Background: an optimization exercise with open tools, aiming at small area, a short achievable clock period and few clock cycles. Do not read the settings as production practice.
Only simulation tests tie the RTL to the original design; equivalence was not proved.
Power figures rest on the tool's default switching activity, not on a simulated workload.

==> flow/run.sh <==
#!/bin/bash
# synth_recipe.tcl (not shown) runs the flow's synth.tcl, then flattens the netlist and writes it again
# the make line also repeats each setting of config.mk as NAME=value (left out here)
make -C /OpenROAD-flow-scripts/flow DESIGN_CONFIG=/design/flow/config.mk WORK_HOME=/design/flow/orfs CLKGATE_MAP_FILE= SYNTH_SCRIPT=/design/flow/synth_recipe.tcl finish
==> flow/config.mk <==
export PLATFORM = sky130hd
export DESIGN_NAME = sprite_compositor
export DESIGN_NICKNAME = sprite_compositor
export VERILOG_FILES = /design/flow/design.v
export SDC_FILE = /design/flow/constraint.sdc
export NUM_CORES = 4
export LEC_CHECK = 0
export CAP_MARGIN = 20
export CORE_MARGIN = 2
export CORE_UTILIZATION = 40
export PLACE_DENSITY = 0.6
export SLEW_MARGIN = 20
==> flow/constraint.sdc <==
create_clock -name core_clock -period 8.0 [get_ports {clk}]
set_input_delay 1.6000 -clock core_clock [delete_from_list [all_inputs] [get_ports {clk}]]
set_output_delay 1.6000 -clock core_clock [all_outputs]
set_load 0.01 [all_outputs]
==> flow/design.v <==
module sprite_renderer (
    input  wire        clk,
    input  wire        pal_we,
    input  wire        pal_slot,
    input  wire [3:0]  pal_idx,
    input  wire [15:0] pal_wdata,
    input  wire        slot,
    input  wire [3:0]  idx,
    output wire [23:0] rgb
);
    function [7:0] c8;
        input [4:0] c;
        begin
            case (c)
                5'd0:  c8 = 8'd0;    5'd1:  c8 = 8'd8;
                5'd2:  c8 = 8'd16;   5'd3:  c8 = 8'd24;
                5'd4:  c8 = 8'd32;   5'd5:  c8 = 8'd41;
                5'd6:  c8 = 8'd49;   5'd7:  c8 = 8'd57;
                5'd8:  c8 = 8'd65;   5'd9:  c8 = 8'd74;
                5'd10: c8 = 8'd82;   5'd11: c8 = 8'd90;
                5'd12: c8 = 8'd98;   5'd13: c8 = 8'd106;
                5'd14: c8 = 8'd115;  5'd15: c8 = 8'd123;
                5'd16: c8 = 8'd131;  5'd17: c8 = 8'd139;
                5'd18: c8 = 8'd148;  5'd19: c8 = 8'd156;
                5'd20: c8 = 8'd164;  5'd21: c8 = 8'd172;
                5'd22: c8 = 8'd180;  5'd23: c8 = 8'd189;
                5'd24: c8 = 8'd197;  5'd25: c8 = 8'd205;
                5'd26: c8 = 8'd213;  5'd27: c8 = 8'd222;
                5'd28: c8 = 8'd230;  5'd29: c8 = 8'd238;
                5'd30: c8 = 8'd246;  default: c8 = 8'd255;
            endcase
        end
    endfunction
    reg [14:0] pal [0:31];
    always @(posedge clk) begin
        if (pal_we)
            pal[{pal_slot, pal_idx}] <= pal_wdata[14:0];
    end
    wire [14:0] e = pal[{slot, idx}];
    assign rgb = {c8(e[14:10]), c8(e[9:5]), c8(e[4:0])};
endmodule
module sprite_compositor (
    input  wire        clk,
    input  wire        rst,
    input  wire [15:0] cfg_tile_mult,
    input  wire [16:0] cfg_tile_len,
    input  wire [1:0]  cfg_pal_cnt,
    input  wire [15:0] cfg_nent0,
    input  wire [15:0] cfg_nent1,
    input  wire        cfg_debug,
    input  wire [7:0]  cfg_obj_count,    
    input  wire        pal_we,
    input  wire        pal_slot,
    input  wire [3:0]  pal_idx,
    input  wire [15:0] pal_wdata,
    input  wire        start,
    output wire        ready,
    output wire        oam_re,
    output wire [6:0]  oam_addr,
    input  wire [47:0] oam_rdata,
    output wire        tile_req,
    output wire [13:0] tile_addr,
    input  wire        tile_gnt,
    input  wire [31:0] tile_rdata,
    output reg         cv_we,
    output reg  [17:0] cv_addr,
    output reg  [31:0] cv_wdata,
    output reg         done,
    output reg         err_empty,
    output wire [9:0]  min_x,            
    output wire [8:0]  min_y,            
    output wire [9:0]  canvas_w,
    output wire [8:0]  canvas_h,
    output reg         ev_tile_oor,
    output reg         ev_pidx_oor,
    output reg         ev_pnum_oor
);
    localparam M_IDLE = 3'd0;
    localparam M_BB   = 3'd1;
    localparam M_DIM  = 3'd2;
    localparam M_CI   = 3'd3;
    localparam M_CLR  = 3'd4;
    localparam M_REN  = 3'd5;
    localparam O_IDLE = 3'd0;
    localparam O_RD   = 3'd1;
    localparam O_CAP  = 3'd2;
    localparam O_SET  = 3'd3;
    localparam O_MUL  = 3'd4;
    localparam O_ADR  = 3'd5;
    localparam O_FET  = 3'd6;
    localparam O_END  = 3'd7;
    function [3:0] cells_w;
        input [1:0] shape;
        input [1:0] size;
        begin
            case ({shape, size})
                4'b00_00: cells_w = 4'd1;  4'b00_01: cells_w = 4'd2;
                4'b00_10: cells_w = 4'd4;  4'b00_11: cells_w = 4'd8;
                4'b01_00: cells_w = 4'd2;  4'b01_01: cells_w = 4'd4;
                4'b01_10: cells_w = 4'd4;  4'b01_11: cells_w = 4'd8;
                4'b10_00: cells_w = 4'd1;  4'b10_01: cells_w = 4'd1;
                4'b10_10: cells_w = 4'd2;  4'b10_11: cells_w = 4'd4;
                default:  cells_w = 4'd1;
            endcase
        end
    endfunction
    function [3:0] cells_h;
        input [1:0] shape;
        input [1:0] size;
        begin
            case ({shape, size})
                4'b00_00: cells_h = 4'd1;  4'b00_01: cells_h = 4'd2;
                4'b00_10: cells_h = 4'd4;  4'b00_11: cells_h = 4'd8;
                4'b01_00: cells_h = 4'd1;  4'b01_01: cells_h = 4'd1;
                4'b01_10: cells_h = 4'd2;  4'b01_11: cells_h = 4'd4;
                4'b10_00: cells_h = 4'd2;  4'b10_01: cells_h = 4'd4;
                4'b10_10: cells_h = 4'd4;  4'b10_11: cells_h = 4'd8;
                default:  cells_h = 4'd1;
            endcase
        end
    endfunction
    reg  [8:0] oa_x;
    reg  [7:0] oa_y;
    reg        oa_rot, oa_b9, oa_hfl, oa_vfl;
    reg  [1:0] oa_shape, oa_size;
    reg  [9:0] oa_tidx;
    reg  [3:0] oa_pnum;
    always @(posedge clk) begin
        oa_y     <= oam_rdata[7:0];
        oa_rot   <= oam_rdata[8];
        oa_b9    <= oam_rdata[9];
        oa_shape <= oam_rdata[15:14];
        oa_x     <= oam_rdata[24:16];
        oa_hfl   <= oam_rdata[28];
        oa_vfl   <= oam_rdata[29];
        oa_size  <= oam_rdata[31:30];
        oa_tidx  <= oam_rdata[41:32];
        oa_pnum  <= oam_rdata[47:44];
    end
    wire [3:0]  a_tw = cells_w(oa_shape, oa_size);
    wire [3:0]  a_th = cells_h(oa_shape, oa_size);
    wire signed [10:0] a_x  = {{2{oa_x[8]}}, oa_x};
    wire signed [10:0] a_y  = (oa_y >= 8'd192) ? ({3'b000, oa_y} - 11'sd256)
                                               : {3'b000, oa_y};
    wire signed [10:0] a_xe = a_x + $signed({4'd0, a_tw, 3'd0});
    wire signed [10:0] a_ye = a_y + $signed({4'd0, a_th, 3'd0});
    wire        a_disabled = ~oa_rot & oa_b9;
    wire        a_hf = ~oa_rot & oa_hfl;
    wire        a_vf = ~oa_rot & oa_vfl;
    wire        a_pnum_ok = ({2'b00, oa_pnum} < {4'b0000, cfg_pal_cnt});
    reg [2:0]  mst;
    reg [2:0]  ost;
    reg [7:0]  idx;
    reg        bb_iss;           
    reg        rd_v;             
    reg        bv;               
    reg signed [10:0] bb_minx, bb_maxx;
    reg signed [10:0] bb_miny, bb_maxy;
    reg [9:0]  cw;
    reg [8:0]  ch;
    reg [9:0]  ccol;             
    reg [8:0]  crow;             
    reg [3:0]  tw, th;
    reg        hf, vf, slot, nbig;
    reg [3:0]  n4;
    reg [9:0]  ox_off;           
    reg [9:0]  m_y;              
    reg [9:0]  m_t;
    reg [3:0]  mcnt;
    reg [17:0] racc;             
    reg [11:0] bacc;             
    reg        bsat;
    reg [17:0] step;             
    reg [2:0]  tx;
    reg [5:0]  dy;
    reg [12:0] crs;              
    reg [12:0] src;              
    reg [17:0] rs;               
    reg [17:0] wca;              
    reg        infl_v;           
    reg [17:0] infl_ca;
    reg        e0_v, e1_v;
    reg [31:0] e0_d, e1_d;
    reg [7:0]  e0_m, e1_m;
    reg [17:0] e0_ca, e1_ca;
    reg        e0_sl, e1_sl;
    reg        p_valid;
    reg [3:0]  p_v;
    reg        p_sl;
    reg [17:0] p_addr;
    assign ready    = (mst == M_IDLE);
    assign oam_re   = (mst == M_BB && bb_iss) || (ost == O_RD);
    assign oam_addr = idx[6:0];
    assign min_x    = bb_minx[9:0];
    assign min_y    = bb_miny[8:0];
    assign canvas_w = cw;
    assign canvas_h = ch;
    wire [11:0] tile_cnt = cfg_tile_len[16:5];
    wire        fits     = ~bsat && (src < {1'b0, tile_cnt});
    wire        fet      = (ost == O_FET);
    wire        last_x   = ({1'b0, tx} == tw - 4'd1);
    wire        last_row = ({1'b0, dy[5:3]} == th - 4'd1) && (dy[2:0] == 3'd7);
    wire        wen   = (mst == M_REN) && e0_v;
    wire [7:0]  e0_rest = e0_m & (e0_m - 8'd1);
    wire        pop   = wen && (e0_rest == 8'd0);
    reg  [2:0]  wk;
    always @(*) begin
        casez (e0_m)
            8'b???????1: wk = 3'd0;
            8'b??????10: wk = 3'd1;
            8'b?????100: wk = 3'd2;
            8'b????1000: wk = 3'd3;
            8'b???10000: wk = 3'd4;
            8'b??100000: wk = 3'd5;
            8'b?1000000: wk = 3'd6;
            default:     wk = 3'd7;
        endcase
    end
    wire [1:0]  occ   = {1'b0, e0_v} + {1'b0, e1_v} + {1'b0, infl_v} - {1'b0, pop};
    wire        room  = (occ <= 2'd1);
    assign tile_req  = fet && fits && room;
    assign tile_addr = {src[10:0], dy[2:0]};
    wire        adv   = fet && (fits ? (room && tile_gnt) : 1'b1);
    wire [31:0] rw;
    wire [7:0]  rmask, rbad;
    genvar g;
    generate
        for (g = 0; g < 8; g = g + 1) begin : g_pix
            assign rw[4*g +: 4] = hf ? tile_rdata[4*(7-g) +: 4] : tile_rdata[4*g +: 4];
            wire draw = (rw[4*g +: 4] != 4'd0) || cfg_debug;
            wire ok   = nbig || (rw[4*g +: 4] < n4);
            assign rmask[g] = draw & ok;
            assign rbad[g]  = draw & ~ok;
        end
    endgenerate
    wire        push = infl_v && (rmask != 8'd0);
    wire [23:0] rgb;
    sprite_renderer u_pal (
        .clk(clk),
        .pal_we(pal_we), .pal_slot(pal_slot), .pal_idx(pal_idx), .pal_wdata(pal_wdata),
        .slot(p_sl), .idx(p_v), .rgb(rgb)
    );
    wire [9:0] a_ox = a_x[9:0] - bb_minx[9:0];
    wire [8:0] a_oy = a_y[8:0] - bb_miny[8:0];
    always @(posedge clk) begin
        if (rst) begin
            mst     <= M_IDLE;
            ost     <= O_IDLE;
            bb_iss  <= 1'b0;
            rd_v    <= 1'b0;
            bv      <= 1'b0;
            infl_v  <= 1'b0;
            e0_v    <= 1'b0;
            e1_v    <= 1'b0;
            p_valid <= 1'b0;
            cv_we   <= 1'b0;
            done    <= 1'b0;
        end else begin
            done   <= 1'b0;
            rd_v   <= oam_re;
            bv     <= rd_v && (mst == M_BB);
            infl_v <= tile_req && tile_gnt;
            case (mst)
                M_IDLE: begin
                    if (start) begin
                        ev_tile_oor <= 1'b0;
                        ev_pidx_oor <= 1'b0;
                        ev_pnum_oor <= 1'b0;
                        idx         <= 8'd0;
                        bb_minx     <= 11'sd511;
                        bb_maxx     <= -11'sd512;
                        bb_miny     <= 11'sd255;
                        bb_maxy     <= -11'sd256;
                        if (cfg_obj_count == 8'd0) begin
                            err_empty <= 1'b1;
                            done      <= 1'b1;
                        end else begin
                            err_empty <= 1'b0;
                            bb_iss    <= 1'b1;
                            mst       <= M_BB;
                        end
                    end
                end
                M_BB: begin
                    if (bb_iss) begin
                        if (idx + 8'd1 == cfg_obj_count) bb_iss <= 1'b0;
                        else                             idx    <= idx + 8'd1;
                    end
                    if (bv) begin
                        if (a_x  < bb_minx) bb_minx <= a_x;
                        if (a_y  < bb_miny) bb_miny <= a_y;
                        if (a_xe > bb_maxx) bb_maxx <= a_xe;
                        if (a_ye > bb_maxy) bb_maxy <= a_ye;
                    end
                    if (!bb_iss && !rd_v && !bv) mst <= M_DIM;
                end
                M_DIM: begin
                    cw  <= bb_maxx[9:0] - bb_minx[9:0];
                    ch  <= bb_maxy[8:0] - bb_miny[8:0];
                    idx <= cfg_obj_count - 8'd1;
                    ost <= O_RD;
                    mst <= M_CI;
                end
                M_CI: begin
                    ccol    <= cw - 10'd1;
                    crow    <= ch - 9'd1;
                    mst     <= M_CLR;
                end
                M_CLR: begin
                    if (ccol == 10'd0) begin
                        ccol <= cw - 10'd1;
                        crow <= crow - 9'd1;
                        if (crow == 9'd0) mst <= M_REN;
                    end else begin
                        ccol <= ccol - 10'd1;
                    end
                end
                M_REN: begin
                    if (ost == O_END && !infl_v && !e0_v && !p_valid) begin
                        done <= 1'b1;
                        ost  <= O_IDLE;
                        mst  <= M_IDLE;
                    end
                end
                default: mst <= M_IDLE;
            endcase
            if (mst == M_CLR) begin
                cv_we    <= 1'b1;
                cv_addr  <= cv_addr + 18'd1;
                cv_wdata <= {32{cfg_debug}};
            end else if (mst == M_CI) begin
                cv_we    <= 1'b0;
                cv_addr  <= 18'h3FFFF;
            end else begin
                cv_we    <= p_valid;
                cv_addr  <= p_addr;
                cv_wdata <= {8'hFF, rgb};
            end
            case (ost)
                O_RD:  ost <= O_CAP;
                O_CAP: ost <= O_SET;
                O_SET: begin
                    if (a_disabled) begin
                        if (idx == 8'd0) ost <= O_END;
                        else begin
                            idx <= idx - 8'd1;
                            ost <= O_RD;
                        end
                    end else begin
                        tw     <= a_tw;
                        th     <= a_th;
                        hf     <= a_hf;
                        vf     <= a_vf;
                        slot   <= a_pnum_ok ? oa_pnum[0] : 1'b0;
                        if (!a_pnum_ok) ev_pnum_oor <= 1'b1;
                        if (a_pnum_ok && oa_pnum[0]) begin
                            nbig <= (cfg_nent1[15:4] != 12'd0);
                            n4   <= cfg_nent1[3:0];
                        end else begin
                            nbig <= (cfg_nent0[15:4] != 12'd0);
                            n4   <= cfg_nent0[3:0];
                        end
                        ox_off <= a_hf ? a_ox + {3'd0, a_tw - 4'd1, 3'd0} : a_ox;
                        m_y    <= {1'b0, a_vf ? a_oy + {2'd0, a_th, 3'd0} - 9'd1 : a_oy};
                        m_t    <= oa_tidx;
                        racc   <= 18'd0;
                        bacc   <= 12'd0;
                        bsat   <= 1'b0;
                        mcnt   <= 4'd0;
                        ost    <= O_MUL;
                    end
                end
                O_MUL: begin
                    racc <= {racc[16:0], 1'b0} + (m_y[9] ? {8'd0, cw} : 18'd0);
                    m_y  <= {m_y[8:0], 1'b0};
                    begin : bmul
                        reg [13:0] s;
                        s = {1'b0, bacc, 1'b0} + {2'b00, m_t[9] ? cfg_tile_mult[11:0] : 12'd0};
                        bacc <= s[11:0];
                        if (s[13] || s[12] || (m_t[9] && cfg_tile_mult[15:12] != 4'd0))
                            bsat <= 1'b1;
                    end
                    m_t  <= {m_t[8:0], 1'b0};
                    mcnt <= mcnt + 4'd1;
                    if (mcnt == 4'd9) ost <= O_ADR;
                end
                O_ADR: begin
                    rs   <= racc + {8'd0, ox_off};
                    wca  <= racc + {8'd0, ox_off};
                    step <= vf ? 18'd0 - {8'd0, cw} : {8'd0, cw};
                    crs  <= {1'b0, bacc};
                    src  <= {1'b0, bacc};
                    tx   <= 3'd0;
                    dy   <= 6'd0;
                    ost  <= O_FET;
                end
                O_FET: begin
                    if (!fits) ev_tile_oor <= 1'b1;
                    if (adv) begin
                        if (last_x) begin
                            tx  <= 3'd0;
                            dy  <= dy + 6'd1;
                            rs  <= rs + step;
                            wca <= rs + step;
                            if (dy[2:0] == 3'd7) begin
                                crs <= crs + {9'd0, tw};
                                src <= crs + {9'd0, tw};
                            end else begin
                                src <= crs;
                            end
                            if (last_row) begin
                                if (idx == 8'd0) ost <= O_END;
                                else begin
                                    idx <= idx - 8'd1;
                                    ost <= O_RD;
                                end
                            end
                        end else begin
                            tx  <= tx + 3'd1;
                            src <= src + 13'd1;
                            wca <= hf ? wca - 18'd8 : wca + 18'd8;
                        end
                    end
                end
                default: ;
            endcase
            infl_ca <= wca;
            if (infl_v && (rbad != 8'd0)) ev_pidx_oor <= 1'b1;
            p_valid <= wen;
            p_v     <= e0_d[{wk, 2'b00} +: 4];
            p_sl    <= e0_sl;
            p_addr  <= e0_ca + {15'd0, wk};
            if (pop) begin
                if (e1_v) begin
                    e0_d <= e1_d; e0_m <= e1_m; e0_ca <= e1_ca; e0_sl <= e1_sl;
                    e1_v <= push;
                    e1_d <= rw; e1_m <= rmask; e1_ca <= infl_ca; e1_sl <= slot;
                end else begin
                    e0_v <= push;
                    e0_d <= rw; e0_m <= rmask; e0_ca <= infl_ca; e0_sl <= slot;
                end
            end else begin
                if (wen) e0_m <= e0_rest;
                if (push) begin
                    if (!e0_v) begin
                        e0_v <= 1'b1;
                        e0_d <= rw; e0_m <= rmask; e0_ca <= infl_ca; e0_sl <= slot;
                    end else begin
                        e1_v <= 1'b1;
                        e1_d <= rw; e1_m <= rmask; e1_ca <= infl_ca; e1_sl <= slot;
                    end
                end
            end
        end
    end
endmodule
==> impl_metrics.json <==
{
  "status": "complete, no violations",
  "min_path_type": "register to register",
  "grtUsageTotal": 0.1859,
  "postCtsResizedCells": 0,
  "drcViolationCount": 0,
  "final_area_um2": 56310,
  "max_freq_ghz": 0.1648,
  "wirelength_um": 115300,
  "start_util": 0.4024,
  "ys_seq_area_frac": 0.6085,
  "ys_top_cells_by_area": "edfxtp_1 (58%), mux4_2 (5.6%), ha_1 (5.4%)",
  "grt_first_pass_wirelength_um": 175000,
  "dp_hpwl_um": 79770,
  "synth_top_area_frac": 0.5823,
  "max_stage_delay_ns": 0.77,
  "async_flop_share": 0,
  "antenna_found_initial": 4,
  "syn_area_per_cell_um2": 13.18,
  "worst_path_max_delay_cell": "nor4_4",
  "slew-limit-headroom": 0.2790,
  "core-area_um2": 119800,
  "synth_fp_nets": 4062,
  "synthFlopType": "edfxtp_1",
  "clock_path_buffers": 3,
  "io_buffers": 284,
  "hold_viol": 0,
  "ys_types": 79,
  "path_class": "register to output pin",
  "fin_tns_setup_ns": 0,
  "die-area_um2": 123300,
  "synth_area_um2": 48220,
  "synth_seq_cells": 998,
  "drive_gt1_frac": 0.1061,
  "p_per_area_nw_per_um2": 228.7,
  "r2r-end": "idx[7]",
  "vias": 29840,
  "clock_skew_ns": 0.05737,
  "io_pins": 300,
  "fin_crit_ns": 6.069,
  "wl_per_cell_um": 20.42,
  "final.fill_count": 10740,
  "ctsHoldBuffers": 0,
  "tightest_slew_ns": 1.075,
  "cp-start-kind": "register",
  "placedInstanceArea_um2": 52840,
  "cts_buffers": 106,
  "path_cells": "nor4_4 -> nor3b_1 -> o221ai_1 -> inv_1 -> ha_1 -> inv_1 -> ha_1 -> a21oi_1 -> xnor2_1 -> nor2_1 -> clkdlybuf4s50_1",
  "fin_nets": 4354,
  "grt_max_degree": 91,
  "gp_congestion": 0.8755,
  "endpoint_kind": "output pin",
  "dr.pass1.iters": 6,
  "die_y_um": 351.2,
  "clock_latency_ns": 0.72,
  "drv_slew": 0,
  "synth_warnings": 2,
  "rows": 127,
  "r2r-start": "e0_m[0]",
  "clockRootBuffer": "clkbuf_16",
  "antenna_left": 0,
  "cp_max_fo": 11,
  "grt-ovfl-total": 0,
  "setup_viol": 0,
  "die_x_um": 351.2,
  "critical_path_arrival_ns": 4.47,
  "grt_pass1_vias": 29510,
  "worstPathRequired_ns": 6.40,
  "htree_levels": 3,
  "p_leak_uw": 0.02014,
  "clkTransAtPathRegs_ns": 0.06,
  "setup.worst_path.start": "e0_m[0]",
  "syn_to_final_growth_pct": 16.79,
  "post_cts_buffers": 0,
  "peakVddDrop_uv": 162.1,
  "cts.sinks": 998,
  "rrSetupSlack_ns": 3.03,
  "drt-initial-drc-count": 2467,
  "synthCells": 3657,
  "synth-edff-count": 935,
  "worstSetupEndpoint": "tile_req",
  "reg2reg_depth": 15,
  "rsz0062_at_grt": "no",
  "fin_crit_sh": 0.7587,
  "cts_tree": "built",
  "synth_area_leader_cell": "edfxtp_1",
  "avgViaCountPerCell": 5.282,
  "timing.max_cap.violations": 0
}
[worst min-delay path by stage]
stage / cells after the start / from / slack [ns] / to
after global routing: 0 / wca[2] / 0.44 / infl_ca[2]
after global placement: 0 / wca[2] / 0.40 / infl_ca[2]
after detailed placement: 0 / wca[2] / 0.41 / infl_ca[2]
after CTS: 0 / wca[2] / 0.43 / infl_ca[2]
final: 0 / wca[2] / 0.43 / infl_ca[2]
after floorplan: 0 / wca[0] / 0.40 / infl_ca[0]
[layout by cell type, fill, tap and decap left out, drive strengths merged, types with 15 or more instances in the layout]
cell and n:
mux2i 71, edfxtp 935, o211ai 17, o21a 26
clkdlybuf4s50 270, a21o 38, clkinv 53, fa 15
a22oi 35, nor4 22, buf 68, a31oi 23
a211oi 29, inv 185, ha 208, clkbuf 132
xnor2 136, o22ai 28, mux2 34, nor2 335
nand2 282, and2 56, nor3 54, dfxtp 63
mux4 120, xor2 90, or3 31, nand3 77
nand2b 61, o21ai 133, nor2b 49, a21oi 156
and3 33
[power breakdown]
part | internal (µW) | switching [µW]
Combinational | 832 | 1000
Sequential | 5950 | 186
Clock | 2810 | 2100
[metal layers]
metal	routed length (µm)	GRT usage
met1	53400	0.2653
met2	52260	0.2922
met3	6917	0.03252
met4	2737	0.05215
met5	0	0
[synth_stat cells, types with 61 or more instances]
cell type,count
o21ai_0,130
clkbuf_1,81
nand2_1,282
inv_1,181
ha_1,208
mux4_2,120
nand2b_1,61
a21oi_1,156
xnor2_1,136
nor2_1,335
dfxtp_1,63
nand3_1,77
xor2_1,90
edfxtp_1,935
mux2i_1,70
[kinds of logic (layout without fill, tap and decap cells)]
| family | Yosys count | count (layout) | share of synthesized area |
|---|---|---|---|
| compound gates | 573 | 573 | 0.07492 |
| flops | 998 | 998 | 0.6085 |
| mux | 225 | 225 | 0.07881 |
| other cells | 0 | 1 | 0 |
| xor+xnor | 226 | 226 | 0.04105 |
| buf+inv | 340 | 718 | 0.03052 |
| fa+ha+maj | 226 | 226 | 0.06083 |
| simple gates | 1069 | 1069 | 0.1054 |
[metrics by stage]
| step | hold slack [ns] | total power [µW] | setup slack [ns] | utilization | std cells |
|---|---|---|---|---|---|
| CTS | 0.4287 | 13020 | 1.825 | 0.4704 | 5647 |
| global placement | 0.4042 | 8059 | 2.020 | 0.4410 | 5453 |
| finish | 0.4289 | 12880 | 1.931 | 0.4700 | 5648 |
| global route | 0.4409 | 13420 | 1.567 | 0.4700 | 5647 |
| detailed placement | 0.4146 | 8087 | 1.999 | 0.4410 | 5453 |
| floorplan | 0.4003 | 7390 | 0.3858 | - | 3657 |
[area by class of cell]
type	count	area, µm²	share of cell area
inverters	186	699.4	0.01242
clock buffers	132	2895	0.05141
repair buffers	338	3203	0.05688
multi-input cells	2319	17530	0.3113
flip-flops and latches	998	29350	0.5211
clock inverters	62	620.6	0.01102
diodes	1	2.502	0.00004444
well taps	1612	2017	0.03582
[state kept, by name (all words and copies together), names as in the netlist, 11 cells and up, named ones only]
signal	cells
cv_addr	18
e0_ca	18
crs	13
infl_ca	18
e1_ca	18
e1_d	32
u_pal.pal	480
step	11
e0_d	32
bacc	12
rs	18
bb_maxy	11
wca	18
racc	18
src	13
cv_wdata	25
p_addr	18
[worst max-delay path: cells and delay by family (launching register included)]
kind	cells	cell delay (ns)
simple gates	3	1.27
buf+inv	3	0.82
compound gates	2	0.63
flops	1	0.50
fa+ha+maj	2	0.46
xor+xnor	1	0.09
Testbench counts, summed over its fixed seeds: cycles 337,483.

separate check: timing with driven ports:
In the flow no input, the clock included, has a driving cell. The finished layout below was timed again as built, in two steps. Step 1 assumes that a clkbuf_16 drives the clock port and a buf_2 every other input. Step 2 times the ports against the registers' clock, not the clock port: input delays grow and output delays shrink by t, the midpoint of the rising clock arrivals with the driver on. Three values: ideal ports, drivers, drivers and shift; two values: the first two.
t (ns): 0.760
setup WS [ns]: 1.931 / 1.859 / 2.002
hold WS [ns]: 0.429 / 0.429 / 0.429
slew at the worst register clock pin (ns): 0.07 / 0.07
After both steps this run still meets setup and hold. The setup slack of this run moves by -0.072 ns with the drivers and by +0.071 ns with both steps.
